This is an optimization exercise on Yosys and OpenROAD, whose aim is small area, a short achievable clock period and few clock cycles, not a production implementation. Function was checked by simulation only, so behaviour that the tests miss may differ from the original. Power figures rest on the tool's default switching activity, not on a simulated workload.

==> design.v <==
module saes_core (
    input  wire        clk,
    input  wire        rst,
    input  wire        bus_valid,
    input  wire        bus_write,
    input  wire [3:0]  bus_addr,
    input  wire [15:0] bus_wdata,
    output wire        bus_ready,
    output reg  [15:0] bus_rdata
);
    localparam [3:0] A_CMD    = 4'd0,
                     A_STATUS = 4'd1,
                     A_DIN    = 4'd2,
                     A_DOUT   = 4'd3,
                     A_KEY1   = 4'd4,
                     A_KEY2   = 4'd5,
                     A_KEY3   = 4'd6,
                     A_KEYLEN = 4'd7,
                     A_IV     = 4'd8,
                     A_CHAIN  = 4'd9,
                     A_PBUF   = 4'd10;
    localparam [4:0] OP_NOP     = 5'h00,
                     OP_GFMUL   = 5'h01,
                     OP_SUBNIB  = 5'h02,
                     OP_SUBBYTE = 5'h03,
                     OP_ROTNIB  = 5'h04,
                     OP_SUBNIBS = 5'h05,
                     OP_SHIFT   = 5'h06,
                     OP_MIXCOL  = 5'h07,
                     OP_ADDKEY  = 5'h08,
                     OP_KEYEXP  = 5'h09,
                     OP_ENC     = 5'h0A,
                     OP_DEC     = 5'h0B,
                     OP_DENC    = 5'h10,
                     OP_DDEC    = 5'h11,
                     OP_EDEENC  = 5'h12,
                     OP_EDEDEC  = 5'h13,
                     OP_EEEENC  = 5'h14,
                     OP_EEEDEC  = 5'h15,
                     OP_CBCEI   = 5'h18,
                     OP_CBCEB   = 5'h19,
                     OP_CBCEK   = 5'h1A,
                     OP_CBCEF   = 5'h1B,
                     OP_CBCDI   = 5'h1C,
                     OP_CBCDB   = 5'h1D,
                     OP_CBCDL   = 5'h1E;
    localparam [2:0] E_OK      = 3'd0,
                     E_KEYLEN  = 3'd1,
                     E_PADDING = 3'd2,
                     E_SEQ     = 3'd3,
                     E_ILLEGAL = 3'd4;
    localparam [1:0] M_IDLE = 2'd0,
                     M_ENC  = 2'd1,
                     M_DEC  = 2'd2;
    localparam [1:0] K_1 = 2'd0,
                     K_2 = 2'd1,
                     K_3 = 2'd2,
                     K_CBC = 2'd3;
    function [3:0] gf_mul;
        input [3:0] a;
        input [3:0] b;
        reg   [3:0] p;
        reg   [4:0] aa;
        integer i;
        begin
            p  = 4'd0;
            aa = {1'b0, a};
            for (i = 0; i < 4; i = i + 1) begin
                if (b[i]) p = p ^ aa[3:0];
                aa = {aa[3:0], 1'b0};
                if (aa[4]) aa = aa ^ 5'b10011;
            end
            gf_mul = p;
        end
    endfunction
    function [3:0] sbox; input [3:0] n; begin
        case (n[3:1]) 3'd0: sbox[0] = ~n[0]; 3'd1: sbox[0] = n[0]; 3'd2: sbox[0] = 1'b1; 3'd3: sbox[0] = n[0]; 3'd4: sbox[0] = 1'b0; 3'd5: sbox[0] = n[0]; 3'd6: sbox[0] = 1'b0; 3'd7: sbox[0] = 1'b1; endcase
        case (n[3:1]) 3'd0: sbox[1] = 1'b0; 3'd1: sbox[1] = 1'b1; 3'd2: sbox[1] = 1'b0; 3'd3: sbox[1] = 1'b0; 3'd4: sbox[1] = 1'b1; 3'd5: sbox[1] = n[0]; 3'd6: sbox[1] = n[0]; 3'd7: sbox[1] = 1'b1; endcase
        case (n[3:1]) 3'd0: sbox[2] = n[0]; 3'd1: sbox[2] = 1'b0; 3'd2: sbox[2] = ~n[0]; 3'd3: sbox[2] = n[0]; 3'd4: sbox[2] = ~n[0]; 3'd5: sbox[2] = 1'b0; 3'd6: sbox[2] = 1'b1; 3'd7: sbox[2] = 1'b1; endcase
        case (n[3:1]) 3'd0: sbox[3] = ~n[0]; 3'd1: sbox[3] = 1'b1; 3'd2: sbox[3] = ~n[0]; 3'd3: sbox[3] = ~n[0]; 3'd4: sbox[3] = 1'b0; 3'd5: sbox[3] = 1'b0; 3'd6: sbox[3] = 1'b1; 3'd7: sbox[3] = ~n[0]; endcase
    end endfunction
    function [3:0] sbox_inv; input [3:0] n; begin
        case (n[3:1]) 3'd0: sbox_inv[0] = n[0]; 3'd1: sbox_inv[0] = 1'b1; 3'd2: sbox_inv[0] = 1'b1; 3'd3: sbox_inv[0] = n[0]; 3'd4: sbox_inv[0] = 1'b0; 3'd5: sbox_inv[0] = n[0]; 3'd6: sbox_inv[0] = 1'b0; 3'd7: sbox_inv[0] = ~n[0]; endcase
        case (n[3:1]) 3'd0: sbox_inv[1] = ~n[0]; 3'd1: sbox_inv[1] = n[0]; 3'd2: sbox_inv[1] = n[0]; 3'd3: sbox_inv[1] = n[0]; 3'd4: sbox_inv[1] = ~n[0]; 3'd5: sbox_inv[1] = 1'b1; 3'd6: sbox_inv[1] = 1'b0; 3'd7: sbox_inv[1] = n[0]; endcase
        case (n[3:1]) 3'd0: sbox_inv[2] = n[0]; 3'd1: sbox_inv[2] = 1'b0; 3'd2: sbox_inv[2] = n[0]; 3'd3: sbox_inv[2] = n[0]; 3'd4: sbox_inv[2] = ~n[0]; 3'd5: sbox_inv[2] = 1'b0; 3'd6: sbox_inv[2] = 1'b1; 3'd7: sbox_inv[2] = 1'b1; endcase
        case (n[3:1]) 3'd0: sbox_inv[3] = ~n[0]; 3'd1: sbox_inv[3] = 1'b1; 3'd2: sbox_inv[3] = 1'b0; 3'd3: sbox_inv[3] = 1'b1; 3'd4: sbox_inv[3] = 1'b0; 3'd5: sbox_inv[3] = 1'b0; 3'd6: sbox_inv[3] = ~n[0]; 3'd7: sbox_inv[3] = 1'b1; endcase
    end endfunction
    function [15:0] sub_nibs;
        input [15:0] s;
        begin
            sub_nibs = {sbox(s[15:12]), sbox(s[11:8]), sbox(s[7:4]), sbox(s[3:0])};
        end
    endfunction
    function [15:0] sub_nibs_inv;
        input [15:0] s;
        begin
            sub_nibs_inv = {sbox_inv(s[15:12]), sbox_inv(s[11:8]),
                            sbox_inv(s[7:4]), sbox_inv(s[3:0])};
        end
    endfunction
    function [15:0] shift_rows;
        input [15:0] s;
        begin
            shift_rows = {s[15:8], s[3:0], s[7:4]};
        end
    endfunction
    function [15:0] mix_cols;
        input [15:0] s;
        begin
            mix_cols = {s[15:12] ^ gf_mul(4'h4, s[7:4]),
                        s[11:8]  ^ gf_mul(4'h4, s[3:0]),
                        gf_mul(4'h4, s[15:12]) ^ s[7:4],
                        gf_mul(4'h4, s[11:8])  ^ s[3:0]};
        end
    endfunction
    function [15:0] mix_cols_inv;
        input [15:0] s;
        begin
            mix_cols_inv = {gf_mul(4'h9, s[15:12]) ^ gf_mul(4'h2, s[7:4]),
                            gf_mul(4'h9, s[11:8])  ^ gf_mul(4'h2, s[3:0]),
                            gf_mul(4'h2, s[15:12]) ^ gf_mul(4'h9, s[7:4]),
                            gf_mul(4'h2, s[11:8])  ^ gf_mul(4'h9, s[3:0])};
        end
    endfunction
    reg [15:0] cmd_q;
    reg [15:0] din_q;
    reg [15:0] dout_q;      
    reg [15:0] key1_q, key2_q, key3_q;
    reg [2:0]  keylen_q;
    reg [15:0] iv_q;
    reg [15:0] chain_q;
    reg [7:0]  pbuf_q;
    reg [15:0] cbckey_q;
    reg [2:0]  err_q;
    reg [1:0]  outn_q;
    reg [1:0]  mode_q;
    reg        pbv_q;
    reg        busy_q;      
    reg        ph_q;        
    reg [1:0]  pass_q;      
    reg        fin_q;       
    reg [2:0]  ks_q;        
    reg [15:0] rk1_q, rk2_q;
    reg        kv_q;        
    wire [15:0] status_w = {8'h00, pbv_q, mode_q, outn_q, err_q};
    wire        idle_m   = (mode_q == M_IDLE);
    wire is_cmd_wr = bus_valid & bus_write & (bus_addr == A_CMD);
    wire reg_wr    = bus_valid & bus_write & (bus_addr != A_CMD);
    wire [15:0] wd_r = rst ? 16'h0000 : bus_wdata;
    wire [4:0] wop = bus_wdata[4:0];
    wire fast_w = (wop[4] & wop[3] & ~(wop[1] & wop[0]) & (kv_q | ~(wop[1] | wop[0]))) |
                  (~wop[4] & wop[3] & ~wop[2] & wop[1] & idle_m & kv_q);
    wire slow_w = ~fast_w;
    wire [15:0] cw  = busy_q ? cmd_q : bus_wdata;
    wire [4:0]  op  = cw[4:0];
    wire        inv = cw[5];
    wire [1:0]  idx = cw[7:6];
    reg op_known;
    always @(*) begin
        case (op)
            OP_NOP, OP_GFMUL, OP_SUBNIB, OP_SUBBYTE, OP_ROTNIB, OP_SUBNIBS,
            OP_SHIFT, OP_MIXCOL, OP_ADDKEY, OP_KEYEXP, OP_ENC, OP_DEC,
            OP_DENC, OP_DDEC, OP_EDEENC, OP_EDEDEC, OP_EEEENC, OP_EEEDEC,
            OP_CBCEI, OP_CBCEB, OP_CBCEK, OP_CBCEF, OP_CBCDI, OP_CBCDB,
            OP_CBCDL: op_known = 1'b1;
            default:  op_known = 1'b0;
        endcase
    end
    wire inv_ok = !inv || (op == OP_SUBNIB) || (op == OP_SUBBYTE) ||
                  (op == OP_SUBNIBS) || (op == OP_MIXCOL);
    wire idx_ok = (idx == 2'd0) || ((op == OP_KEYEXP) && (idx != 2'd3));
    wire legal  = (cw[15:8] == 8'h00) && op_known && inv_ok && idx_ok;
    reg [1:0] keys_needed;
    always @(*) begin
        case (op)
            OP_ADDKEY, OP_KEYEXP, OP_ENC, OP_DEC,
            OP_CBCEI, OP_CBCDI:                  keys_needed = 2'd1;
            OP_DENC, OP_DDEC, OP_EDEENC, OP_EDEDEC: keys_needed = 2'd2;
            OP_EEEENC, OP_EEEDEC:                keys_needed = 2'd3;
            default:                             keys_needed = 2'd0;
        endcase
    end
    wire key_err = (keys_needed != 2'd0) && (keylen_q != {1'b0, keys_needed});
    reg seq_err;
    always @(*) begin
        case (op)
            OP_CBCEB, OP_CBCEF: seq_err = (mode_q != M_ENC);
            OP_CBCEK:           seq_err = (mode_q != M_ENC) || pbv_q;
            OP_CBCDB, OP_CBCDL: seq_err = (mode_q != M_DEC);
            default:            seq_err = 1'b0;
        endcase
    end
    wire cmd_ok = legal && !seq_err && !key_err;
    reg [1:0] last_pass;
    reg       pass_dec;     
    always @(*) begin
        last_pass = 2'd0;
        pass_dec  = 1'b0;
        case (op)
            OP_DEC:    pass_dec = 1'b1;
            OP_MIXCOL: last_pass = 2'd1;
            OP_DENC:   last_pass = 2'd1;
            OP_DDEC: begin
                last_pass = 2'd1;
                pass_dec  = 1'b1;
            end
            OP_EDEENC: begin
                last_pass = 2'd2;
                pass_dec  = (pass_q == 2'd1);
            end
            OP_EDEDEC: begin
                last_pass = 2'd2;
                pass_dec  = (pass_q != 2'd1);
            end
            OP_EEEENC: last_pass = 2'd2;
            OP_EEEDEC: begin
                last_pass = 2'd2;
                pass_dec  = 1'b1;
            end
            OP_CBCDB, OP_CBCDL: pass_dec = 1'b1;
            default: ;
        endcase
    end
    localparam [2:0] PK_1 = 3'd0, PK_2 = 3'd1, PK_3 = 3'd2, PK_CBC = 3'd3,
                     PK_Z = 3'd4, PK_C1 = 3'd5, PK_C2 = 3'd6;
    function [2:0] pass_key;
        input [4:0] o;
        input       iv;
        input [1:0] p;
        begin
            case (o)
                OP_DENC:   pass_key = (p == 2'd0) ? PK_1 : PK_2;
                OP_DDEC:   pass_key = (p == 2'd0) ? PK_2 : PK_1;
                OP_EDEENC,
                OP_EDEDEC: pass_key = (p == 2'd1) ? PK_2 : PK_1;
                OP_EEEENC: pass_key = (p == 2'd0) ? PK_1 : (p == 2'd1) ? PK_2 : PK_3;
                OP_EEEDEC: pass_key = (p == 2'd0) ? PK_3 : (p == 2'd1) ? PK_2 : PK_1;
                OP_CBCEB, OP_CBCEK, OP_CBCEF, OP_CBCDB, OP_CBCDL:
                           pass_key = PK_CBC;
                OP_SUBNIB, OP_SUBBYTE, OP_SUBNIBS:
                           pass_key = iv ? PK_C1 : PK_Z;
                OP_MIXCOL: pass_key = iv ? ((p == 2'd0) ? PK_C2 : PK_C1)
                                         : ((p == 2'd0) ? PK_C1 : PK_Z);
                default:   pass_key = PK_1;
            endcase
        end
    endfunction
    wire [4:0] cop  = cmd_q[4:0];
    wire       cinv = cmd_q[5];
    wire [2:0] spec_ks = idle_m ? PK_1 : PK_CBC;
    reg [15:0] key_sel;
    always @(*) begin
        case (busy_q ? ks_q : spec_ks)
            PK_1:    key_sel = key1_q;
            PK_2:    key_sel = key2_q;
            PK_3:    key_sel = key3_q;
            PK_CBC:  key_sel = cbckey_q;
            PK_C1:   key_sel = 16'h09A9;
            PK_C2:   key_sel = 16'hA900;
            default: key_sel = 16'h0000;
        endcase
    end
    wire [7:0]  kw1 = key_sel[7:0];
    wire [7:0]  kw2 = key_sel[15:8] ^ 8'h80 ^ {sbox(kw1[3:0]), sbox(kw1[7:4])};
    wire [7:0]  kw3 = kw2 ^ kw1;
    wire [7:0]  kw4 = kw2 ^ 8'h30 ^ {sbox(kw3[3:0]), sbox(kw3[7:4])};
    wire [7:0]  kw5 = kw4 ^ kw3;
    wire [15:0] rk0 = key_sel;
    wire [15:0] rk1 = rk1_q;
    wire [15:0] rk2 = rk2_q;
    wire        ef      = busy_q && (cop == OP_CBCEF);
    wire        cbc_run = (cop == OP_CBCEB) || (cop == OP_CBCEK) || (cop == OP_CBCEF);
    wire [7:0]  cbc_lo  = ef ? 8'h01 : din_q[7:0];
    wire [15:0] cbc_blk = pbv_q ? {pbuf_q, cbc_lo} : (ef ? 16'h0202 : din_q);
    wire [15:0] cbc_in  = cbc_blk ^ chain_q;
    wire [15:0] e_in  = busy_q ? (cbc_run ? cbc_in : dout_q)
                               : ((mode_q == M_ENC) ? cbc_in : din_q);
    wire [15:0] e_a   = e_in ^ rk0;
    wire [15:0] e_t   = shift_rows(sub_nibs(e_a));
    wire [15:0] e_m   = mix_cols(e_t);
    wire [15:0] e_out = shift_rows(sub_nibs(e_m ^ rk1)) ^ rk2;
    wire [15:0] d_in  = busy_q ? dout_q : din_q;
    wire [15:0] d_s   = sub_nibs_inv(shift_rows(d_in ^ rk2));
    wire [15:0] d_m   = mix_cols_inv(d_s ^ rk1);
    wire [15:0] d_out = sub_nibs_inv(shift_rows(d_m)) ^ rk0;
    wire [15:0] pass_res  = pass_dec ? d_out : e_out;
    wire [15:0] cbc_plain = d_out ^ chain_q;
    wire [15:0] sub_res = cinv ? shift_rows(d_s) : e_t;
    reg [15:0] res;
    always @(*) begin
        case (op)
            OP_GFMUL:   res = {12'h000, gf_mul(din_q[7:4], din_q[3:0])};
            OP_SUBNIB:  res = {12'h000, sub_res[3:0]};
            OP_SUBBYTE: res = {8'h00, sub_res[7:0]};
            OP_SUBNIBS: res = sub_res;
            OP_ROTNIB:  res = {8'h00, din_q[3:0], din_q[7:4]};
            OP_SHIFT:   res = shift_rows(din_q);
            OP_MIXCOL:  res = cinv ? d_m : e_m;
            OP_ADDKEY:  res = e_a;
            OP_KEYEXP:  res = (idx == 2'd0) ? e_a : (idx == 2'd1) ? rk1 : rk2;
            default:    res = pass_res;
        endcase
    end
    reg [15:0] st_init;
    always @(*) begin
        case (op)
            OP_SUBNIB, OP_SUBBYTE, OP_SUBNIBS, OP_MIXCOL:
                       st_init = inv ? din_q : shift_rows(din_q);
            OP_KEYEXP: st_init = 16'h0000;
            default:   st_init = din_q;
        endcase
    end
    wire first_done = idle_m && kv_q &&
                      ((op == OP_DENC) || (op == OP_EDEENC) || (op == OP_EDEDEC) ||
                       (op == OP_EEEENC));
    wire [1:0] p_first  = first_done ? 2'd1 : 2'd0;
    wire [2:0] ks_first = pass_key(op, inv, p_first);
    wire       skip_ld  = (ks_first == spec_ks);
    wire keeps_dout = (op == OP_NOP) || (op == OP_CBCEI) || (op == OP_CBCDI) ||
                      (op == OP_CBCEB && !pbv_q);
    wire [15:0] st_mid = (cop == OP_MIXCOL) ? (cinv ? e_t : shift_rows(d_s)) : pass_res;
    wire finish     = busy_q && fin_q;
    wire start      = is_cmd_wr && !busy_q;
    wire start_slow = start && slow_w;
    wire act        = is_cmd_wr && (busy_q ? fin_q : fast_w);
    assign bus_ready = !is_cmd_wr || (busy_q ? fin_q : fast_w);
    always @(*) begin
        case (bus_addr)
            A_CMD:    bus_rdata = cmd_q;
            A_STATUS: bus_rdata = status_w;
            A_DIN:    bus_rdata = din_q;
            A_DOUT:   bus_rdata = dout_q;
            A_KEY1:   bus_rdata = key1_q;
            A_KEY2:   bus_rdata = key2_q;
            A_KEY3:   bus_rdata = key3_q;
            A_KEYLEN: bus_rdata = {13'h0000, keylen_q};
            A_IV:     bus_rdata = iv_q;
            A_CHAIN:  bus_rdata = chain_q;
            A_PBUF:   bus_rdata = {8'h00, pbuf_q};
            default:  bus_rdata = 16'h0000;
        endcase
    end
    always @(posedge clk) begin
        if (rst || (reg_wr && bus_addr == A_DIN))    din_q    <= wd_r;
        if (rst || (reg_wr && bus_addr == A_KEY1))   key1_q   <= wd_r;
        if (rst || (reg_wr && bus_addr == A_KEY2))   key2_q   <= wd_r;
        if (rst || (reg_wr && bus_addr == A_KEY3))   key3_q   <= wd_r;
        if (rst || (reg_wr && bus_addr == A_KEYLEN)) keylen_q <= wd_r[2:0];
        if (rst || (reg_wr && bus_addr == A_IV))     iv_q     <= wd_r;
        if (rst || start)                            cmd_q    <= wd_r;
    end
    always @(posedge clk) begin
        rk1_q <= {kw2, kw3};
        rk2_q <= {kw4, kw5};
        kv_q  <= !(rst || busy_q || (reg_wr && bus_addr == A_KEY1) ||
                   (is_cmd_wr && ((wop == OP_CBCEI) || (wop == OP_CBCDI) ||
                                  (wop == OP_CBCDL))));
    end
    always @(posedge clk) begin
        if (rst) begin
            dout_q   <= 16'h0000;
            chain_q  <= 16'h0000;
            pbuf_q   <= 8'h00;
            cbckey_q <= 16'h0000;
            err_q    <= E_OK;
            outn_q   <= 2'd0;
            mode_q   <= M_IDLE;
            pbv_q    <= 1'b0;
            busy_q   <= 1'b0;
            ph_q     <= 1'b0;
            pass_q   <= 2'd0;
            fin_q    <= 1'b0;
            ks_q     <= PK_1;
        end else begin
            if (start_slow) begin
                busy_q <= 1'b1;
                ks_q   <= ks_first;
                ph_q   <= skip_ld;
                fin_q  <= !cmd_ok || (skip_ld && (last_pass == p_first));
                if (cmd_ok && !keeps_dout)
                    dout_q <= first_done ? pass_res : st_init;
                if (cmd_ok)
                    pass_q <= p_first;
            end else if (busy_q && !finish) begin
                if (!ph_q) begin
                    ph_q  <= 1'b1;
                    fin_q <= (pass_q == last_pass);
                end else begin
                    dout_q <= st_mid;
                    pass_q <= pass_q + 2'd1;
                    ks_q   <= pass_key(cop, cinv, pass_q + 2'd1);
                    ph_q   <= 1'b0;
                end
            end
            if (act) begin
                busy_q <= 1'b0;
                pass_q <= 2'd0;
                fin_q  <= 1'b0;
                if (!legal) begin
                    err_q  <= E_ILLEGAL;
                    outn_q <= 2'd0;
                end else if (seq_err) begin
                    err_q  <= E_SEQ;
                    outn_q <= 2'd0;
                end else if (key_err) begin
                    err_q  <= E_KEYLEN;
                    outn_q <= 2'd0;
                end else begin
                    err_q <= E_OK;
                    case (op)
                        OP_NOP: ;
                        OP_CBCEI, OP_CBCDI: begin
                            cbckey_q <= key1_q;
                            chain_q  <= iv_q;
                            pbv_q    <= 1'b0;
                            pbuf_q   <= 8'h00;
                            mode_q   <= (op == OP_CBCEI) ? M_ENC : M_DEC;
                            outn_q   <= 2'd0;
                        end
                        OP_CBCEB, OP_CBCEK, OP_CBCEF: begin
                            if (op == OP_CBCEB && !pbv_q) begin    
                                pbuf_q <= din_q[7:0];
                                pbv_q  <= 1'b1;
                                outn_q <= 2'd0;
                            end else begin
                                chain_q <= e_out;
                                dout_q  <= e_out;
                                outn_q  <= 2'd2;
                                pbv_q   <= 1'b0;
                                pbuf_q  <= 8'h00;
                                if (op == OP_CBCEF)
                                    mode_q <= M_IDLE;
                            end
                        end
                        OP_CBCDB: begin
                            chain_q <= din_q;
                            dout_q  <= cbc_plain;
                            outn_q  <= 2'd2;
                        end
                        OP_CBCDL: begin
                            chain_q <= din_q;
                            mode_q  <= M_IDLE;
                            if (cbc_plain[7:0] == 8'h01) begin
                                dout_q <= {cbc_plain[15:8], 8'h00};
                                outn_q <= 2'd1;
                            end else if (cbc_plain == 16'h0202) begin
                                dout_q <= 16'h0000;
                                outn_q <= 2'd0;
                            end else begin
                                dout_q <= 16'h0000;
                                outn_q <= 2'd0;
                                err_q  <= E_PADDING;
                            end
                        end
                        default: begin
                            dout_q <= res;
                            outn_q <= 2'd2;
                        end
                    endcase
                end
            end
        end
    end
endmodule
==> run.sh <==
#!/bin/bash
# synth_recipe.tcl (not shown) runs the flow's synth.tcl, then flattens the netlist and writes it again
# the make line also repeats each setting of config.mk as NAME=value (left out here)
make -C /OpenROAD-flow-scripts/flow DESIGN_CONFIG=/design/flow/config.mk WORK_HOME=/design/flow/orfs CLKGATE_MAP_FILE= SYNTH_SCRIPT=/design/flow/synth_recipe.tcl finish
==> config.mk <==
export PLATFORM = sky130hd
export DESIGN_NAME = saes_core
export DESIGN_NICKNAME = saes_core
export VERILOG_FILES = /design/flow/design.v
export SDC_FILE = /design/flow/constraint.sdc
export NUM_CORES = 4
export LEC_CHECK = 0
export CAP_MARGIN = 20
export CORE_MARGIN = 2
export CORE_UTILIZATION = 40
export SETUP_SLACK_MARGIN = 5
export SLEW_MARGIN = 20
==> constraint.sdc <==
create_clock -name core_clock -period 12.0 [get_ports {clk}]
set_input_delay 2.4000 -clock core_clock [delete_from_list [all_inputs] [get_ports {clk}]]
set_output_delay 2.4000 -clock core_clock [all_outputs]
set_load 0.01 [all_outputs]
==> results.txt, run 1 <==
- The run finished with no timing, DRC or antenna violations.
- The residual DRC count is 0.
- From synthesis to final layout, the design area changed by 9.80%.
- The fill cell total of the finished layout is 4666.
- Of the cells placed in the final design, the portion with a size suffix greater than 1 is 10.4%.
- Row generation in the floorplan step produced roughly 80 rows.
- The count of nets left with antenna violations once routing finished came out at 0.
- Setup repair after global routing left no endpoint under its margin.
- The final number of setup-violating endpoints is 0.
- The first global-routing pass estimated 129000 µm of wire.
- The placed standard-cell area is between 15000 and 20000 µm².
- Clock tree synthesis inserted a total of 25 buffers.
- Of all nets on the critical path, the largest fanout is 12.
- After technology mapping, the gate count stands at 2254.
- Using the TritonRoute via totals, the vias-per-cell ratio works out to 6.89.
- Global routing used between 30% and 40% of the available tracks.
- On the critical path, the stage with the largest delay is an instance of clkdlybuf4s50_1.
- The combinational cell fraction of total power is 74.1%.
- In this run the number of H-tree levels came out at 1.
- Summing the areas of all compound-gate instances in the mapped netlist gives between 30% and 40% of the synthesized area.
- The category of cells accounting for the largest share of critical-path delay is buffers and inverters.
- For this run, the number of Yosys warnings is 1.
- The initial standard-cell utilization of the core is roughly two fifths.
- In this run switching power makes up 55.7% of total power.
- The summed instance area of the synthesized netlist is 18700 µm².
- The total count of hold-check failures in the final report is 0.
- The pre-antenna-repair detailed-routing pass consisted of 9 iterations.
- Of the total synthesized cell area, the portion taken by AND, OR, NAND and NOR gates is 18.8%.
- The clock latency on the worst-skew pair is 0.59 ns.
- The worst setup path is of the in -> out kind.
- The tightest slew margin relative to the limit is 19.7%.
- The number of global-route vias before repair was around 18000.
- In the final layout, flip-flops and latches occupy around 5100 µm².
- The worst register-to-register path begins at busy_q.
- The multi-input combinational cell area is 12900 µm².
- The port buffer count is 40.
- The worst setup path is launched from an input pin.
- The number of nets in the layout is 2255.
- By area, the combinational part of the netlist is dominated by compound AO/OA/AOI/OAI gates.
- The worst register-to-register path ends at dout_q[7].
- The arithmetic-cell share of the synthesized area counting full adders, half adders and majority gates is 0.402%.
- The synthesized net count is 2284.
- The HPWL after detailed placement is 69300 µm.
- The endpoint class of the critical path is a primary output.
- The stage delay of the slowest cell on the critical path is 0.56 ns.
- The internal portion of the total power is between 2 and 3 mW.
- The initial antenna violation count is 2.
- The final sum of negative setup slack is 0 ns.
- 41 I/O pins were placed.
- TritonCTS built the clock tree.
- Summing the areas of all xor and xnor instances in the mapped netlist gives 13.4% of the synthesized area.
- The power density normalized to cell area is 324 nW/µm².
- The die outline area is 48400 µm².
- The transition time at the pin with the least slew margin is 1.20 ns.
- Multiplexer cells account for a little over 5% of the synthesized area.
- The synthesized area per cell is 8.29 µm².
- In this run the clock root is driven by a clkbuf_16.
- The analysis attributes to cell leakage a power of roughly 7 nW.
- Across the VDD grid, the largest voltage drop is around 560 µV.
- The region available for standard cell placement spans 46400 µm².
- In the finished design, the share of the clock period the worst path needs comes to 58.0%.
- The height of the die is about 220 µm.
- For this run, the leading register cell type out of synthesis is dfxtp_1.
- The register bit total from synthesis is 204.
- The number of max-slew violations in the final report is 0.
- Counting distinct cell types in the post-synthesis netlist gives 120.
- The number of buffers between clock root and the deepest sink is 3.
- The final antenna diode count is 0.
- The post-detailed-route wirelength per cell is 31.8 µm.
- The maximum achievable frequency is 144 MHz.
- The sink count of the clock tree is ~200.
- The clock network is responsible for 11.6% of the overall power.
- Of the synthesized area, sequential elements account for 27.2%.
- Measured in cells, the most critical reg-to-reg path has a length of 17.
- Of the total power, registers draw 14.3%.
- For this block, the via count after detailed routing is 19600.
- The worst clock skew is about 0.027 ns.
- For hold timing, the worst endpoint is err_q[1].
- The number of flops mapped to enable cells by yosys is 99.
- The final design instance area without fill is 20500 µm².
- The tightest min-delay check is of the reg -> reg type.
- Entering global routing, the biggest net connects 64 pins.
- Summed over all nets, the switching power comes to about 3.7 mW.
- The clock transition at the register clock pins on the worst setup and hold paths after CTS is 0.05 ns.
- In this run the most critical hold path is launched from err_q[1].
- The signal on the critical path passes through clkdlybuf4s15_2, nand2b_2, nor3_4, buf_4, a22oi_1, nand3_1, a221o_1, clkdlybuf4s50_1.
- The total detailed-routing wirelength is 90700 µm.
- After the first detailed-routing iteration, the DRC count stood at 2669.
- For this run, asynchronously set or reset flops after synthesis account for 0%.
- For the worst setup path, the data arrival time is 4.56 ns.
- Across the run, the number of max-cap violations was 0.
- At the worst endpoint, the required time is 9.60 ns.
- The routability congestion estimate from global placement is 1.04.
- The worst register-to-register path has a setup slack of 5.14 ns.
- The worst hold path passes through 2 cells.
- The critical path contains buffers and inverters numbering 3 combined.
- The width of the die is 220 µm.
- The worst path in the final design needs a cycle of 6.96 ns, including I/O delays and setup.
- The remaining global-route overflow is 0.
-- flip-flops by register name (all words and copies together) (netlist names), 8 cells and up --
name / cells
cbckey_q: 16
chain_q: 16
cmd_q: 16
din_q: 16
dout_q: 16
iv_q: 16
key1_q: 16
key2_q: 16
key3_q: 16
pbuf_q: 8
rk1_q: 16
rk2_q: 16
-- layout make-up --
type | instances | area share [%]
Clock inverter | 13 | 0.604
Tap cell | 607 | 3.70
Inverter | 42 | 0.769
Clock buffer | 31 | 3.31
Sequential cell | 204 | 24.8
Timing Repair Buffer | 97 | 4.14
Multi-Input combinational cell | 1855 | 62.7
-- synthesized netlist by cell type, drive strengths merged, types with 8 or more instances --
master	n	area share, %
and3	18	0.60
a21oi	149	4.0
buf	62	1.9
a21boi	8	0.34
inv	41	0.82
nand4	19	0.64
xnor3	16	2.0
o21ai	147	4.0
xnor2	151	7.7
nor2b	29	1.0
mux2i	69	3.8
o31ai	11	0.50
a21o	13	0.52
dfxtp	105	11
nand2	187	3.8
edfxtp	99	16
a221oi	42	2.2
o22ai	33	1.1
or2	11	0.37
a22oi	102	4.1
mux2	22	1.4
nand2b	29	0.97
o2bb2ai	8	0.38
nor2	248	5.0
o221ai	18	0.97
o211ai	36	1.5
nand3	59	1.6
or3	19	0.64
nor3	51	1.4
xor2	70	3.4
a31oi	22	0.80
a311oi	26	1.3
clkbuf	91	1.8
and2	13	0.44
a221o	21	1.1
nor4	18	0.75
a22o	15	0.70
a211oi	41	1.8
-- metal layers --
metal  part of all wire, %  GRT usage (%)  vias to the layer above
met1                    40           48.0                     9498
li1                      -              -                     8523
met3                   9.6           6.72                      307
met2                    44           57.0                     1309
met5                     0              0                        -
met4                   6.5           20.6                        0
-- tightest hold or removal path: stages (launching register included) --
cell and delay (ns):
dfxtp_1 0.32, nand3b_1 0.08, o41ai_1 0.06
-- repair_timing --
action | CTS | global route
gates resized for setup | 24 | 11
pin swaps | 2 | 0
endpoints found under the setup margin | 18 | 29
buffers inserted | 5 | 0
hold buffers | 0 | 0
-- stage by stage --
stage               total power, mW  setup WS, ns  cells  utilization (%)  hold WS, ns
finish                         6.64          5.04   2849             44.2        0.499
global route                   6.89          5.00   2849             44.2        0.527
CTS                            6.49          5.05   2849             44.1        0.495
detailed placement             5.70          4.18   2800             42.2        0.480
global placement               5.68          4.07   2800             42.2        0.467
floorplan                      4.25          5.77   2254                -        0.454
-- worst max path at each step --
stage           startpoint            to  slack, ns  cells after the start
2_1_floorplan  bus_addr[2]  bus_rdata[0]       5.77                      5
3_3_place_gp   bus_addr[0]  bus_rdata[2]       4.07                      6
3_5_place_dp   bus_addr[2]  bus_rdata[1]       4.18                      8
4_1_cts        bus_addr[3]  bus_rdata[7]       5.05                      8
5_1_grt        bus_addr[2]  bus_rdata[7]       5.00                      9
6_report       bus_addr[3]  bus_rdata[7]       5.04                      8
-- power groups by stage --
stage	logic [mW]	clock network [mW]	registers, mW
global placement	4.72	0	0.957
global route	5.14	0.799	0.951
CTS	4.77	0.776	0.943
finish	4.91	0.771	0.950
detailed placement	4.74	0	0.956
floorplan	3.37	0	0.883
-- cell usage in the layout (no fill, tap or decap), types with 38 or more instances in the layout --
cell type	n
a22oi_1	101
nor3_1	44
nor2_1	242
xnor2_1	137
a21oi_1	147
o21ai_0	126
nand2_1	186
xor2_1	66
dfxtp_1	104
mux2i_1	63
buf_4	55
inv_1	40
nand3_1	58
a221oi_1	38
edfxtp_1	99
-- cells by family (layout without fill, tap and decap cells) --
group / Yosys count / after routing
xor gates and xnor gates: 239 / 239
muxes: 91 / 91
AOI/OAI and AO/OA: 788 / 788
adders and majority gates: 6 / 6
and+or+nand+nor: 731 / 731
DFF: 204 / 204
buffers and inverters: 195 / 183
Testbench counts, summed over its fixed seeds: cycles 20,555.
==> inputs of run 2 (changes only) <==
==> flow/run.sh (new file) <==
#!/bin/bash
set -euo pipefail
MARGIN=${MARGIN:-6.0}
bash standard.sh \
    "SETUP_SLACK_MARGIN=${MARGIN}" \
    "BUFFER_PORTS_ARGS=-buffer_cell sky130_fd_sc_hd__buf_4" \
    finish > flow_make.log 2>&1
==> standard.sh (new file) <==
#!/bin/bash
# synth_recipe.tcl (not shown) runs the flow's synth.tcl, then flattens the netlist and writes it again
# the make line also repeats each setting of config.mk as NAME=value (left out here)
make -C /OpenROAD-flow-scripts/flow DESIGN_CONFIG=/design/flow/config.mk WORK_HOME=/design/flow/orfs CLKGATE_MAP_FILE= SYNTH_SCRIPT=/design/flow/synth_recipe.tcl "${@:-finish}"
--- a/config.mk
+++ b/config.mk
@@ -10,3 +10,2 @@
 export CORE_UTILIZATION = 40
-export SETUP_SLACK_MARGIN = 5
 export SLEW_MARGIN = 20
removed: run.sh
==> run 2 against run 1 <==
Still clean on timing, DRC and antenna; register-to-register slack better by 0.96 ns; combinational power up 1%; total power up 3.1%; clock skew about the same; routed wire length up 0.77%.
==> results.txt, run 2 <==
- The initial standard-cell utilization of the core came to 40.3% (unchanged).
- The share of flip-flops with an asynchronous set or reset after synthesis was 0% (unchanged).
- The power density normalized to cell area was 317 nW/µm² (-2.1%).
- The buffers plus inverters on the worst setup path was 4 (+1).
- The number of maximum-capacitance violations is 0 (unchanged).
- The width of the die is 220 µm (unchanged).
- The synthesis warning total is 1 (unchanged).
- The worst setup path category is in -> out.
- The number of flops mapped to enable cells by yosys is 99 (unchanged).
- The core box area is 46400 µm² (unchanged).
- The height of the die is 220 µm (unchanged).
- The endpoint class of the critical path is a primary output.
- The number of global-route vias before repair came to 18200 (+0.75%).
- The worst clock skew was 0.0272 ns (+0.000417 ns).
- The path class of the tightest hold or removal check is reg -> reg.
- The largest net degree at the start of global routing was 64 (unchanged).
- The die outline area is 48400 µm² (unchanged).
- The HPWL after detailed placement is 68000 µm (-1.8%).
- The most common cell after layout, fill and taps aside is nor2_1.
- The synthesized area per cell is 8.29 µm² (unchanged).
- The reported leakage power is 7.57 nW (+8.5%).
- The required time of the critical path was 9.60 ns (about the same).
- The total count of hold-check failures in the final report is 0 (unchanged).
- The cell count after synthesis is 2254 (unchanged).
- The minimum clock period after layout came to 6.11 ns (-0.847 ns).
- After synthesis, the cell types taking the most area are edfxtp_1, dfxtp_1, xnor2_1.
- The biggest fanout along the worst timing path is 8 (-4).
- The summed instance area of the synthesized netlist came to 18700 µm² (unchanged).
- TritonCTS built the clock tree.
- The clock latency on the worst-skew pair came to 0.59 ns (about the same).
- The transition time at the pin with the least slew margin is 1.06 ns (-0.137 ns).
- The number of nets in the layout is 2311 (+2.5%).
- Among cell families on the critical path, the largest total delay comes from compound AO/OA/AOI/OAI gates.
- The register area was 5080 µm² (unchanged).
- The area added between synthesis and finish is 15.6%.
- The area fraction of the dominant cell type after synthesis is 15.9% (unchanged).
- The slowest stage of the critical path is the a221oi_2 cell.
- The final core utilization is 46.6% (+2.3 points).
- The maximum achievable frequency was 164 MHz (+14%).
- The synthesized net count is 2284 (unchanged).
- Counting instances in the post-synthesis netlist gives the leading cell types as nor2_1, nand2_1, a21oi_1.
- The fill cell total of the finished layout is 4463 (-4.4%).
- The DRC marker count from the first detailed-route iteration is 2837 (+6.3%).
- The arrival time at the worst endpoint was 3.71 ns (-0.85 ns).
- The total vias in the final route was 20300 (+3.4%).
- The tightest slew margin relative to the limit is 29.0% (+9.3 points).
- The most used flip-flop cell after synthesis is dfxtp_1.
- The root cell of the clock tree is clkbuf_16.
- The number of I/O pins was 41 (unchanged).
- The period utilization is 51.0% (-7.1 points).
- The cell row count is 79 (unchanged).
- The most area-hungry cell type in the Yosys netlist is edfxtp_1.
- Setup repair after global routing could not meet its margin everywhere.
- The number of max-slew violations in the final report is 0 (unchanged).
- The flow ran to the end and the layout has no timing, DRC or antenna violations.
- The final design instance area without fill is 21600 µm² (+5.3%).
- The maximum VDD drop is 506 µV (-8.9%).
- The multi-input combinational cell area came to 13200 µm² (+2.6%).
- The remaining global-route overflow is 0 (unchanged).
- The routability congestion estimate from global placement is 1.05 (+1.5%).
- STA classifies the critical path startpoint as an input pin.
- Leaving out fill and tap cells, the most frequent cells in the layout are nor2_1, nand2_1, a21oi_1.
- The wire length of the first global-routing pass is 129000 µm (+0.13%).
- The sequential element share of the synthesized area came to 27.2% (unchanged).
- The post-detailed-route wirelength per cell came to 31.4 µm (-1.4%).
- The global-route usage over all layers came to 36.6% (-0.20 points).
- The worst setup slack after placement is 5.22 ns (+1.03 ns).
- The count of cell types in the netlist is 120 (unchanged).
- The initial antenna violation count is 1 (-1).
- The fraction of layout cells with a size suffix above 1 is 16.4% (+6.0 points).
- The final-layout worst hold slack is 0.496 ns (-0.00282 ns).
- Among all cell types in the netlist, the one instantiated most often is nor2_1.
- The register bit total from synthesis is 204 (unchanged).
- The number of buffers between clock root and the deepest sink is 3 (unchanged).
- The number of nets with antenna violations after detailed routing was 0 (unchanged).
- The placed standard-cell area is 19500 µm² (-0.47%).
- Traced cell by cell, the critical path runs through buf_12, inv_2, nand2_4, nor3_4, buf_6, a22o_1, a221oi_2, o211ai_1, buf_4.
- The total CTS buffers is 27 (+8.0%).
- The least setup slack across all paths after layout was 5.89 ns (+0.847 ns).
- The final number of setup-violating endpoints is 0 (unchanged).
- The clock transition at the register clock pins on the worst setup and hold paths after CTS is 0.06 ns (about the same).
- The sink count of the clock tree came to 204 (unchanged).
- The hold-fix buffer count after cts is 0 (unchanged).
- The port buffer count was 40 (unchanged).
- The number of iterations in the first detailed-routing pass is 9 (unchanged).
- The stage delay of the slowest cell on the critical path is 0.24 ns (-0.32 ns).
- The residual DRC count was 0 (unchanged).
- The H-tree depth is 1 (unchanged).
- The total detailed-routing wirelength is 91400 µm (+0.77%).
- The vias per cell is 6.98 (+1.2%).
- The final sum of negative setup slack is 0 ns (unchanged).
run 2: per-stage QoR:
| stage | power (mW) | std cells |
|---|---|---|
| after floorplan | 4.25 | 2254 |
| final | 6.84 | 2911 |
| after CTS | 6.61 | 2882 |
| after global routing | 7.11 | 2910 |
| after global placement | 5.60 | 2799 |
| after detailed placement | 5.66 | 2800 |
run 2: worst paths after layout:
path | start | end | slack (ns) | depth (start not counted)
setup reg to reg | busy_q | dout_q[11] | 6.10 | 16
hold reg to reg | cbckey_q[1] | cbckey_q[1] | 0.50 | 2
setup / recovery | bus_addr[2] | bus_rdata[1] | 5.89 | 9
hold / removal | cbckey_q[1] | cbckey_q[1] | 0.50 | 2
run 2: what timing repair did:
action | CTS | global route
pin swaps | 14 | 18
gates cloned | 2 | 4
gates resized for setup | 51 | 61
endpoints found under the setup margin | 46 | 50
setup buffers | 30 | 22
run 2: layout make-up:
| class | count | share of cell area, % |
|---|---|---|
| Clock buffer | 30 | 3.27 |
| Sequential cell | 204 | 23.5 |
| Clock inverter | 20 | 1.39 |
| Antenna cell | 2 | 0.0232 |
| Timing Repair Buffer | 150 | 6.46 |
| Multi-Input combinational cell | 1856 | 61.1 |
| Inverter | 42 | 0.730 |
| Tap cell | 607 | 3.52 |
run 2: routing by layer:
layer  track usage, %  up-vias  routed length (µm)
met5                0        -                   0
met4             18.1        0                6210
met3             8.94      357               10500
met2             57.0     1501               39600
met1             47.1     9786               35200
li1                 -     8661                   -
run 2: logic make-up after synthesis:
family / synth area share [%]
compound gates: 30.5
simple gates: 18.8
xor+xnor: 13.4
flops: 27.2
buf+inv: 4.60
mux: 5.19
fa+ha+maj: 0.402
run 2: power breakdown:
part,leakage [nW],internal (mW),switching [mW]
clock network,0.488,0.577,0.343
logic,5.26,1.74,3.23
registers,1.82,0.811,0.132
total,7.57,3.13,3.71
run 2: worst min-delay path: stages, from the launching register on:
cell	delay, ns
dfxtp_1	0.33
mux2i_1	0.07
nor2_1	0.07
==> inputs of run 3 (changes only) <==
--- a/design.v
+++ b/design.v
@@ -75,2 +75,13 @@
     endfunction
+    function [3:0] gfm;
+        input [3:0] a;
+        input [3:0] b;
+        reg [3:0] a1, a2, a3;
+        begin
+            a1 = {a[2], a[1], a[0] ^ a[3], a[3]};
+            a2 = {a1[2], a1[1], a1[0] ^ a1[3], a1[3]};
+            a3 = {a2[2], a2[1], a2[0] ^ a2[3], a2[3]};
+            gfm = ({4{b[0]}} & a) ^ ({4{b[1]}} & a1) ^ ({4{b[2]}} & a2) ^ ({4{b[3]}} & a3);
+        end
+    endfunction
     function [3:0] sbox; input [3:0] n; begin
@@ -142,3 +153,3 @@
     reg [2:0]  ks_q;        
-    reg [15:0] rk1_q, rk2_q;
+    reg [15:0] rk2_q;
     reg        kv_q;        
@@ -150,4 +161,4 @@
     wire [4:0] wop = bus_wdata[4:0];
-    wire fast_w = (wop[4] & wop[3] & ~(wop[1] & wop[0]) & (kv_q | ~(wop[1] | wop[0]))) |
-                  (~wop[4] & wop[3] & ~wop[2] & wop[1] & idle_m & kv_q);
+    wire fast_w = (wop[4] & wop[3] & ~(wop[1] & wop[0]) & (kv_q | ~wop[2] | ~(wop[1] | wop[0]))) |
+                  (~wop[4] & wop[3] & ~wop[2] & wop[1] & idle_m & (kv_q | ~wop[0]));
     wire slow_w = ~fast_w;
@@ -247,2 +258,19 @@
     endfunction
+    function dec_of;
+        input [4:0] o;
+        input       iv;
+        input [1:0] p;
+        begin
+            case (o)
+                OP_DEC, OP_CBCDB, OP_CBCDL,
+                OP_DDEC, OP_EEEDEC:   dec_of = 1'b1;
+                OP_EDEENC:            dec_of = (p == 2'd1);
+                OP_EDEDEC:            dec_of = (p != 2'd1);
+                OP_SUBNIB, OP_SUBBYTE,
+                OP_SUBNIBS:           dec_of = iv;
+                OP_MIXCOL:            dec_of = iv ? (p == 2'd1) : (p == 2'd0);
+                default:              dec_of = 1'b0;
+            endcase
+        end
+    endfunction
     wire [4:0] cop  = cmd_q[4:0];
@@ -268,4 +296,4 @@
     wire [15:0] rk0 = key_sel;
-    wire [15:0] rk1 = rk1_q;
-    wire [15:0] rk2 = rk2_q;
+    wire [15:0] rk1 = {kw2, kw3};
+    wire [15:0] rk2 = {kw4, kw5};
     wire        ef      = busy_q && (cop == OP_CBCEF);
@@ -282,3 +310,3 @@
     wire [15:0] d_in  = busy_q ? dout_q : din_q;
-    wire [15:0] d_s   = sub_nibs_inv(shift_rows(d_in ^ rk2));
+    wire [15:0] d_s   = sub_nibs_inv(shift_rows(d_in ^ rk2_q));
     wire [15:0] d_m   = mix_cols_inv(d_s ^ rk1);
@@ -291,3 +319,3 @@
         case (op)
-            OP_GFMUL:   res = {12'h000, gf_mul(din_q[7:4], din_q[3:0])};
+            OP_GFMUL:   res = {12'h000, gfm(din_q[7:4], din_q[3:0])};
             OP_SUBNIB:  res = {12'h000, sub_res[3:0]};
@@ -312,8 +340,9 @@
     end
-    wire first_done = idle_m && kv_q &&
-                      ((op == OP_DENC) || (op == OP_EDEENC) || (op == OP_EDEDEC) ||
-                       (op == OP_EEEENC));
+    wire first_done = idle_m &&
+                      ((op == OP_DENC) || (op == OP_EDEENC) || (op == OP_EEEENC) ||
+                       ((op == OP_EDEDEC) && kv_q));
     wire [1:0] p_first  = first_done ? 2'd1 : 2'd0;
     wire [2:0] ks_first = pass_key(op, inv, p_first);
-    wire       skip_ld  = (ks_first == spec_ks);
+    wire       skip_ld  = !dec_of(op, inv, p_first) || (ks_first == spec_ks);
+    wire       nx_dec   = dec_of(cop, cinv, pass_q + 2'd1);
     wire keeps_dout = (op == OP_NOP) || (op == OP_CBCEI) || (op == OP_CBCDI) ||
@@ -352,3 +381,2 @@
     always @(posedge clk) begin
-        rk1_q <= {kw2, kw3};
         rk2_q <= {kw4, kw5};
@@ -391,3 +419,4 @@
                     ks_q   <= pass_key(cop, cinv, pass_q + 2'd1);
-                    ph_q   <= 1'b0;
+                    ph_q   <= !nx_dec;
+                    fin_q  <= !nx_dec && (pass_q + 2'd1 == last_pass);
                 end
==> run 3 against run 2 <==
Still clean on timing, DRC and antenna; core utilization is 1.1 points higher; setup slack better by 0.029 ns; sequential cell count is 16 lower; cell count is 1.2% higher; first-iteration DRC count is 10% higher; global-route usage is 2.1 points higher; design area is 0.12% higher; via count is 0.96% higher; sequential share of layout area is 1.5 points lower; routed wire length is 2.5% higher; clock-buffer cell count is 13 lower.
==> results.txt, run 3 <==
- The final antenna diode count was 0 (-2).
- The DRC marker count from the first detailed-route iteration is 3127 (+10%).
- The number of flops mapped to enable cells by yosys came to 99 (unchanged).
- Leaving out fill and tap cells, the most frequent cells in the layout are nand2_1, nor2_1, a21oi_1.
- The width of the die is 218 µm (-0.84%).
- The number of max-slew violations in the final report was 0 (unchanged).
- The summed instance area of the synthesized netlist was 18400 µm² (-1.7%).
- The total CTS buffers was 17 (-37%).
- The routability congestion estimate from global placement was 1.07 (+2.1%).
- The global-route usage over all layers was 38.6% (+2.1 points).
- The maximum achievable frequency came to 164 MHz (+0.48%).
- The minimum clock period after layout is 6.09 ns (-0.0292 ns).
- TritonCTS built the clock tree.
- The count of cell types in the netlist is 95 (-21%).
- The final sum of negative setup slack came to 0 ns (unchanged).
- Setup repair after global routing could not meet its margin everywhere.
- The fraction of layout cells with a size suffix above 1 came to 17.7% (+1.2 points).
- The synthesized area per cell is 8.02 µm² (-3.2%).
- The tightest slew margin relative to the limit is 21.3% (-7.7 points).
- The period utilization was 50.7% (-0.24 points).
- The clock latency on the worst-skew pair is 0.52 ns (-0.07 ns).
- The maximum VDD drop was 334 µV (-34%).
- The total vias in the final route is 20500 (+0.96%).
- The port buffer count was 40 (unchanged).
- By area the synthesized netlist is led by edfxtp_1, dfxtp_1, xnor2_1.
- The number of nets with antenna violations after detailed routing was 0 (unchanged).
- The final number of setup-violating endpoints is 0 (unchanged).
- The number of I/O pins came to 41 (unchanged).
- The initial antenna violation count is 2 (+1).
- The cell row count was 78 (-1.3%).
- The placed standard-cell area is 19300 µm² (-1.2%).
- The sequential element share of the synthesized area is 25.9% (-1.3 points).
- The H-tree depth is 4 (+3).
- The area fraction of the dominant cell type after synthesis was 16.2% (+0.28 points).
- The core box area is 45400 µm² (-2.1%).
- The startpoint kind of the worst setup timing path is an input pin.
- The worst clock skew came to 0.0258 ns (-0.00139 ns).
- The biggest fanout along the worst timing path is 6 (-2).
- The height of the die is 218 µm (-0.84%).
- The number of buffers between clock root and the deepest sink is 2 (-1).
- By count the netlist is led by nand2_1, nor2_1, xnor2_1.
- The share of flip-flops with an asynchronous set or reset after synthesis came to 0% (unchanged).
- The initial standard-cell utilization of the core was 40.5% (+0.17 points).
- The number of iterations in the first detailed-routing pass is 8 (-1).
- The path class of the tightest hold or removal check is reg -> reg.
- The critical path is of the in -> out type.
- The cell count after synthesis is 2289 (+1.6%).
- The worst setup path is captured at a primary output.
- The remaining global-route overflow is 0 (unchanged).
- The biggest area contributor in the post-synthesis netlist is edfxtp_1.
- The synthesized net count is 2318 (+1.5%).
- In the synthesized netlist the dominant register cell turns out to be edfxtp_1.
- The largest net degree at the start of global routing was 71 (+11%).
- The residual DRC count is 0 (unchanged).
- The total count of hold-check failures in the final report was 0 (unchanged).
- The power density normalized to cell area is 337 nW/µm² (+6.4%).
- The root cell of the clock tree is clkbuf_16.
- The number of nets in the layout came to 2362 (+2.2%).
- The total detailed-routing wirelength is 93800 µm (+2.5%).
- The number of global-route vias before repair was 18400 (+0.83%).
- The reported leakage power is 7.64 nW (+1.0%).
- The total power of the final layout is 7.29 mW (+6.6%).
- The register bit total from synthesis came to 188 (-7.8%).
- The number of maximum-capacitance violations is 0 (unchanged).
- The hold-fix buffer count after cts was 0 (unchanged).
- The wire length of the first global-routing pass is 133000 µm (+3.0%).
- The clock transition at the register clock pins on the worst setup and hold paths after CTS was 0.07 ns (about the same).
- Relative to the synthesized area, the layout overhead comes to 17.7%.
- The flow ran to the end and the layout has no timing, DRC or antenna violations.
- The HPWL after detailed placement is 69600 µm (+2.4%).
- Leaving out fill and tap cells, the most frequent cell in the layout is nand2_1.
- The final design instance area without fill is 21600 µm² (+0.12%).
- The least setup slack across all paths after layout is 5.91 ns (+0.0292 ns).
- The worst setup slack after placement is 4.38 ns (-0.842 ns).
- The die outline area was 47600 µm² (-1.7%).
- The most common cell in the synthesized netlist is nand2_1.
- The post-detailed-route wirelength per cell was 31.8 µm (+1.4%).
- The sink count of the clock tree is 188 (-7.8%).
- The required time of the critical path came to 9.60 ns (about the same).
- The transition time at the pin with the least slew margin is 1.18 ns (+0.120 ns).
- The arrival time at the worst endpoint is 3.69 ns (-0.02 ns).
- The synthesis warning total is 1 (unchanged).
- The vias per cell is 6.96 (-0.21%).
-- run 3: cell types whose count changed in the layout (fill, tap and decap cells not counted), sizes merged, moves of 15 or more --
cell / delta
nand2: +53
xnor2: +31
mux2i: -21
and2: +15
buf: +35
a311oi: -19
dfxtp: -16
clkbuf: -16
nor2: -31
-- run 3: stage by stage --
| step | hold slack (ns) | instances | utilization (%) |
|---|---|---|---|
| final | 0.467 | 2945 | 47.6 |
| after global routing | 0.483 | 2945 | 47.6 |
| after global placement | 0.441 | 2831 | 42.4 |
| after CTS | 0.461 | 2908 | 46.0 |
| after floorplan | 0.432 | 2289 | - |
| after detailed placement | 0.451 | 2831 | 42.4 |
-- run 3: final timing paths --
path / from / to / slack, ns / cells after the start
max: bus_addr[2] / bus_rdata[3] / 5.91 / 8
min: cbckey_q[11] / cbckey_q[11] / 0.47 / 2
max reg2reg: busy_q / dout_q[9] / 6.08 / 17
min reg2reg: cbckey_q[11] / cbckey_q[11] / 0.47 / 2
-- run 3: cell type report --
class,count,area (µm²)
fillers,4359,23800
multi-input cells,1909,13800
flip-flops and latches,188,4760
repair buffers,183,1630
well taps,600,751
clock buffers,17,425
clock inverters,14,161
inverters,34,136
-- run 3: metal layers --
metal / part of all wire [%] / GRT usage (%)
met5: 0 / 0
met4: 6.9 / 22.2
met3: 12 / 9.77
met2: 42 / 57.2
met1: 39 / 50.9
-- run 3: report_power, final --
group          switching (mW)  internal, mW  leakage [nW]
Sequential             0.0597         0.741          1.68
Clock                   0.322         0.279         0.284
Combinational            3.78          2.10          5.68
Total                    4.17          3.12          7.64
-- run 3: cell families after synthesis --
logic type      synth area share [%]
simple gates                    18.8
mux                             3.84
xor+xnor                        15.1
flops                           25.9
compound gates                  31.7
fa+ha+maj                      0.341
buf+inv                         4.29
-- run 3: what timing repair did --
item | CTS | global route
setup endpoints to repair | 52 | 48
gates resized for setup | 123 | 83
pin swaps | 20 | 30
gates cloned | 2 | 2
buffers inserted | 44 | 34
-- run 3: critical path: stages --
cell      delay, ns
buf_16         0.10
nand2b_4       0.15
nor2_4         0.06
buf_2          0.18
a22oi_1        0.25
o311a_1        0.27
nand3_1        0.11
buf_4          0.16
Testbench counts of run 3, summed over its fixed seeds: cycles 20,364.
==> inputs of run 4 (changes only) <==
--- a/design.v
+++ b/design.v
@@ -315,27 +315,2 @@
     wire [15:0] cbc_plain = d_out ^ chain_q;
-    wire [15:0] sub_res = cinv ? shift_rows(d_s) : e_t;
-    reg [15:0] res;
-    always @(*) begin
-        case (op)
-            OP_GFMUL:   res = {12'h000, gfm(din_q[7:4], din_q[3:0])};
-            OP_SUBNIB:  res = {12'h000, sub_res[3:0]};
-            OP_SUBBYTE: res = {8'h00, sub_res[7:0]};
-            OP_SUBNIBS: res = sub_res;
-            OP_ROTNIB:  res = {8'h00, din_q[3:0], din_q[7:4]};
-            OP_SHIFT:   res = shift_rows(din_q);
-            OP_MIXCOL:  res = cinv ? d_m : e_m;
-            OP_ADDKEY:  res = e_a;
-            OP_KEYEXP:  res = (idx == 2'd0) ? e_a : (idx == 2'd1) ? rk1 : rk2;
-            default:    res = pass_res;
-        endcase
-    end
-    reg [15:0] st_init;
-    always @(*) begin
-        case (op)
-            OP_SUBNIB, OP_SUBBYTE, OP_SUBNIBS, OP_MIXCOL:
-                       st_init = inv ? din_q : shift_rows(din_q);
-            OP_KEYEXP: st_init = 16'h0000;
-            default:   st_init = din_q;
-        endcase
-    end
     wire first_done = idle_m &&
@@ -349,4 +324,5 @@
                       (op == OP_CBCEB && !pbv_q);
-    wire [15:0] st_mid = (cop == OP_MIXCOL) ? (cinv ? e_t : shift_rows(d_s)) : pass_res;
     wire finish     = busy_q && fin_q;
+    wire pad_one    = (cbc_plain[7:0] == 8'h01);
+    wire pad_two    = (cbc_plain == 16'h0202);
     wire start      = is_cmd_wr && !busy_q;
@@ -380,2 +356,49 @@
     end
+    wire m_start  = !busy_q && slow_w;
+    wire m_mid    = busy_q && !fin_q;
+    wire m_act    = !m_start && !m_mid;
+    wire dout_we  = is_cmd_wr && ((cmd_ok && !keeps_dout && !m_mid) || (m_mid && ph_q));
+    wire is_cipher = (op == OP_ENC) || (op == OP_DEC) || (op == OP_DENC) ||
+                     (op == OP_DDEC) || (op == OP_EDEENC) || (op == OP_EDEDEC) ||
+                     (op == OP_EEEENC) || (op == OP_EEEDEC);
+    wire is_cbce  = (op == OP_CBCEB) || (op == OP_CBCEK) || (op == OP_CBCEF);
+    wire is_sub   = (op == OP_SUBNIB) || (op == OP_SUBBYTE) || (op == OP_SUBNIBS);
+    wire is_mix   = (op == OP_MIXCOL);
+    wire [15:0] sub_mask = (op == OP_SUBNIB) ? 16'h000F : (op == OP_SUBBYTE) ? 16'h00FF : 16'hFFFF;
+    wire s_pass  = (m_start && first_done) || (m_mid && !is_mix) || (m_act && is_cipher);
+    wire s_eout  = (s_pass && !pass_dec) || (m_act && is_cbce);
+    wire s_dout  = s_pass && pass_dec;
+    wire s_plain = m_act && (op == OP_CBCDB);
+    wire s_plhi  = m_act && (op == OP_CBCDL) && pad_one;
+    wire s_din   = m_start && !first_done && !((is_sub || is_mix) && !inv) && (op != OP_KEYEXP);
+    wire s_srdin = (m_start && (is_sub || is_mix) && !inv) || (m_act && (op == OP_SHIFT));
+    wire s_rot   = m_act && (op == OP_ROTNIB);
+    wire s_et    = (m_mid && is_mix && inv) || (m_act && is_sub && !inv);
+    wire s_srds  = (m_mid && is_mix && !inv) || (m_act && is_sub && inv);
+    wire s_em    = m_act && is_mix && !inv;
+    wire s_dm    = m_act && is_mix && inv;
+    wire s_ea    = m_act && ((op == OP_ADDKEY) || ((op == OP_KEYEXP) && (idx == 2'd0)));
+    wire s_rk1   = m_act && (op == OP_KEYEXP) && (idx == 2'd1);
+    wire s_rk2   = m_act && (op == OP_KEYEXP) && (idx == 2'd2);
+    wire s_gf    = m_act && (op == OP_GFMUL);
+    wire [15:0] dout_nx =
+        ({16{s_eout}}  & e_out) |
+        ({16{s_dout}}  & d_out) |
+        ({16{s_plain}} & cbc_plain) |
+        ({16{s_plhi}}  & {cbc_plain[15:8], 8'h00}) |
+        ({16{s_din}}   & din_q) |
+        ({16{s_srdin}} & shift_rows(din_q)) |
+        ({16{s_rot}}   & {8'h00, din_q[3:0], din_q[7:4]}) |
+        ({16{s_et}}    & e_t & sub_mask) |
+        ({16{s_srds}}  & shift_rows(d_s) & sub_mask) |
+        ({16{s_em}}    & e_m) |
+        ({16{s_dm}}    & d_m) |
+        ({16{s_ea}}    & e_a) |
+        ({16{s_rk1}}   & rk1) |
+        ({16{s_rk2}}   & rk2) |
+        ({16{s_gf}}    & {12'h000, gfm(din_q[7:4], din_q[3:0])});
+    always @(posedge clk) begin
+        if (rst || dout_we)
+            dout_q <= rst ? 16'h0000 : dout_nx;
+    end
     always @(posedge clk) begin
@@ -388,3 +411,2 @@
         if (rst) begin
-            dout_q   <= 16'h0000;
             chain_q  <= 16'h0000;
@@ -407,4 +429,2 @@
                 fin_q  <= !cmd_ok || (skip_ld && (last_pass == p_first));
-                if (cmd_ok && !keeps_dout)
-                    dout_q <= first_done ? pass_res : st_init;
                 if (cmd_ok)
@@ -416,3 +436,2 @@
                 end else begin
-                    dout_q <= st_mid;
                     pass_q <= pass_q + 2'd1;
@@ -455,3 +474,2 @@
                                 chain_q <= e_out;
-                                dout_q  <= e_out;
                                 outn_q  <= 2'd2;
@@ -465,3 +483,2 @@
                             chain_q <= din_q;
-                            dout_q  <= cbc_plain;
                             outn_q  <= 2'd2;
@@ -471,18 +488,7 @@
                             mode_q  <= M_IDLE;
-                            if (cbc_plain[7:0] == 8'h01) begin
-                                dout_q <= {cbc_plain[15:8], 8'h00};
-                                outn_q <= 2'd1;
-                            end else if (cbc_plain == 16'h0202) begin
-                                dout_q <= 16'h0000;
-                                outn_q <= 2'd0;
-                            end else begin
-                                dout_q <= 16'h0000;
-                                outn_q <= 2'd0;
-                                err_q  <= E_PADDING;
-                            end
-                        end
-                        default: begin
-                            dout_q <= res;
-                            outn_q <= 2'd2;
+                            outn_q  <= pad_one ? 2'd1 : 2'd0;
+                            if (!pad_one && !pad_two)
+                                err_q <= E_PADDING;
                         end
+                        default: outn_q <= 2'd2;
                     endcase
==> run 4 against run 3 <==
Clock skew is 0.0053 ns lower; setup slack hardly changed; combinational power is 15% lower; first-iteration DRC count is 14% lower; die area is 8.8% lower; clock-buffer cell count is 1 higher; design area is 9.7% lower; register-to-register slack better by 0.04 ns; cell count is 14% lower; synthesized cell count is 15% lower; critical endpoint is now bus_rdata[2]; largest power group unchanged; highest routed layer unchanged.
==> results.txt, run 4 <==
- The area fraction of the dominant cell type after synthesis is 20.7% (+4.5 points).
- The most area-hungry cell type in the Yosys netlist is edfxtp_1.
- The cell count after synthesis is 1945 (-15%).
- The most used flip-flop cell after synthesis is edfxtp_1.
- The total vias in the final route was 17500 (-15%).
- The register area is 4920 µm² (+3.4%).
- The total count of hold-check failures in the final report is 0 (unchanged).
- The DRC marker count from the first detailed-route iteration is 2683 (-14%).
- The share of flip-flops with an asynchronous set or reset after synthesis is 0% (unchanged).
- STA classifies the critical path endpoint as a primary output.
- The global-route usage over all layers is 34.1% (-4.6 points).
- The cell row count is 74 (-5.1%).
- The final sum of negative setup slack was 0 ns (unchanged).
- The slack of the worst reg-to-reg path is 6.12 ns (+0.04 ns).
- The core box area is 41000 µm² (-9.6%).
- The clock transition at the register clock pins on the worst setup and hold paths after CTS is 0.08 ns (about the same).
- The total power of the final layout is 6.40 mW (-12%).
- The wire length of the first global-routing pass is 109000 µm (-18%).
- The initial antenna violation count is 1 (-1).
- The total detailed-routing wirelength is 76100 µm (-19%).
- In the synthesized netlist, the cells that appear most often are nand2_1, xnor2_1, nor2_1.
- The power density normalized to cell area is 328 nW/µm² (-2.7%).
- The CTS tree is yes.
- The minimum clock period after layout came to 6.09 ns (-0.0000900 ns).
- The clock latency on the worst-skew pair came to 0.48 ns (-0.04 ns).
- The register bit total from synthesis is 188 (unchanged).
- The maximum VDD drop is 251 µV (-25%).
- The worst setup path category is in -> out.
- The maximum achievable frequency is 164 MHz (about the same).
- The number of nets in the layout is 2015 (-15%).
- The most common cell after layout, fill and taps aside is nand2_1.
- The hold-fix buffer count after cts is 0 (unchanged).
- The largest net degree at the start of global routing is 61 (-14%).
- The summed instance area of the synthesized netlist is 16700 µm² (-9.0%).
- The kind of path behind the tightest hold check is reg -> reg.
- The fill cell total of the finished layout is 3976 (-8.8%).
- The number of iterations in the first detailed-routing pass is 7 (-1).
- The library cells used most frequently in the layout, excluding fill and tap cells, are nand2_1, xnor2_1, nor2_1.
- The sink count of the clock tree is 188 (unchanged).
- The number of flops mapped to enable cells by yosys is 115 (+16%).
- The remaining global-route overflow came to 0 (unchanged).
- The synthesized net count was 1974 (-15%).
- The arrival time at the worst endpoint was 3.69 ns (about the same).
- The height of the die was 208 µm (-4.5%).
- Setup repair after global routing could not meet its margin everywhere.
- The reported leakage power is 6.80 nW (-11%).
- The width of the die is 208 µm (-4.5%).
- The initial standard-cell utilization of the core was 40.7% (+0.27 points).
- The multi-input combinational cell area was 11900 µm² (-14%).
- The H-tree depth is 4 (unchanged).
- The total CTS buffers is 17 (unchanged).
- The tightest slew margin relative to the limit is 28.4% (+7.1 points).
- The synthesized area per cell was 8.59 µm² (+7.1%).
- The root cell of the clock tree is clkbuf_16.
- The startpoint kind of the worst setup timing path is an input pin.
- The number of nets with antenna violations after detailed routing was 0 (unchanged).
- The area growth from synthesis to layout is 16.9%.
- The final number of setup-violating endpoints is 0 (unchanged).
- The worst clock skew is 0.0205 ns (-0.00534 ns).
- The HPWL after detailed placement is 57000 µm (-18%).
- The period utilization is 50.7% (about the same).
- The flow ran to the end and the layout has no timing, DRC or antenna violations.
- The post-detailed-route wirelength per cell is 30.1 µm (-5.5%).
- The least setup slack across all paths after layout is 5.91 ns (+0.0000900 ns).
- The transition time at the pin with the least slew margin is 1.07 ns (-0.109 ns).
- The number of maximum-capacitance violations is 0 (unchanged).
- The count of cell types in the netlist is 99 (+4.2%).
- After synthesis, the cell types taking the most area are edfxtp_1, dfxtp_1, xnor2_1.
- The vias per cell is 6.91 (-0.76%).
- The number of max-slew violations in the final report is 0 (unchanged).
- The final-layout worst hold slack came to 0.500 ns (+0.0330 ns).
- The number of I/O pins is 41 (unchanged).
- The number of buffers between clock root and the deepest sink is 2 (unchanged).
- The synthesis warning total came to 1 (unchanged).
- The worst setup slack after placement is 5.12 ns (+0.742 ns).
- The biggest fanout along the worst timing path was 7 (+1).
- The sequential element share of the synthesized area is 29.4% (+3.5 points).
- The number of global-route vias before repair came to 15800 (-14%).
- The routability congestion estimate from global placement was 1.07 (about the same).
- The port buffer count is 40 (unchanged).
- The die outline area was 43400 µm² (-8.8%).
- The fraction of layout cells with a size suffix above 1 is 15.7% (-2.0 points).
- The required time of the critical path was 9.60 ns (about the same).
- The residual DRC count is 0 (unchanged).
- The final antenna diode count is 0 (unchanged).
## run 4: stage by stage
stage	util (%)	cells	instance area (µm²)
after floorplan	-	1945	16800
after global placement	42.9	2440	17600
after detailed placement	43.0	2440	17600
after CTS	46.0	2501	18900
after global routing	47.6	2531	19500
final	47.6	2531	19500
## run 4: worst max-delay path, stage by stage
cell	delay, ns
buf_16	0.11
buf_12	0.14
nand2b_4	0.09
nor2_4	0.06
buf_4	0.16
a222oi_1	0.40
nand3_1	0.16
buf_6	0.15
## run 4: power breakdown
| group | total [mW] | internal (mW) | switching (mW) | leakage, nW |
|---|---|---|---|---|
| Clock | 0.579 | 0.278 | 0.301 | 0.282 |
| Sequential | 0.856 | 0.767 | 0.0891 | 1.73 |
| Combinational | 4.97 | 1.80 | 3.17 | 4.80 |
## run 4: cells by family (layout without fill, tap and decap cells)
| group | Yosys count | in the layout | synth area share (%) |
|---|---|---|---|
| flip-flops | 188 | 188 | 29.4 |
| buffers and inverters | 148 | 201 | 3.57 |
| XOR/XNOR | 266 | 266 | 16.6 |
| adder cells (fa/ha/maj) | 6 | 6 | 0.434 |
| multiplexers | 63 | 63 | 3.82 |
| AO/OA/AOI/OAI | 671 | 672 | 28.5 |
| AND/OR/NAND/NOR | 603 | 603 | 17.7 |
## run 4: path summary, 6_finish.rpt
kind,from,to,cells after the start
worst max-delay path,bus_addr[3],bus_rdata[2],8
worst min-delay path,pbuf_q[5],pbuf_q[5],2
worst max register to register,busy_q,err_q[1],15
worst min register to register,pbuf_q[5],pbuf_q[5],2
## run 4: final cells by class
| cell class | instances | area share [%] |
|---|---|---|
| sequential | 188 | 25.2 |
| multi-input combinational | 1610 | 60.9 |
| timing repair inverter | 1 | 0.0256 |
| clock inverter | 14 | 0.775 |
| tap | 532 | 3.41 |
| timing repair buffer | 145 | 7.04 |
| clock buffer | 18 | 2.20 |
| inverter | 23 | 0.461 |
## run 4: what timing repair did
item	CTS	global route
endpoints found under the hold margin	0	0
setup endpoints to repair	46	49
pin swaps	16	15
cloned	1	4
buffers inserted	28	26
gates resized for setup	65	67
## run 4: layer usage
| metal | routed length (µm) | part of all wire, % | global-route usage [%] | up-vias |
|---|---|---|---|---|
| li1 | - | - | - | 7523 |
| met3 | 9150 | 12 | 8.44 | 226 |
| met2 | 32400 | 43 | 50.9 | 1217 |
| met1 | 30200 | 40 | 45.5 | 8519 |
| met4 | 4380 | 5.8 | 17.5 | 0 |
| met5 | 0 | 0 | 0 | - |
Testbench counts of run 4, summed over its fixed seeds: cycles 20,364.

-- static timing again, ports no longer ideal --
No port has a modelled driver above. Below, the same layouts with a new extraction and two added sets of constraints. Step 1: set_driving_cell puts a clkbuf_16 on clk and a buf_2 on each other input, an assumption about the parent block. Step 2 also shifts input and output timing later by t, the mid clock arrival at the registers, as if the neighbouring blocks saw the same clock. a / b / c = no drivers / after step 1 / after step 2; a / b = the first two.
run | shift t [ns] | setup WS [ns] | worst setup path after step 2 | latest minus earliest clock arrival (ns) | pins driven straight from the clock port
run 1 | 0.635 | 5.038 / 4.996 / 4.774 | input to register | 0.027 / 0.027 | 1
run 2 | 0.630 | 5.886 / 5.770 / 5.560 | input to register | 0.028 / 0.028 | 1
run 3 | 0.568 | 5.915 / 5.832 / 5.565 | input to register | 0.026 / 0.025 | 1
run 4 | 0.530 | 5.915 / 5.838 / 5.511 | input to register | 0.021 / 0.021 | 1
After both steps setup and hold are still met in every run listed. For run 4, which loses most, drivers alone change the setup slack by -0.077 ns; drivers and shift together by -0.404 ns.
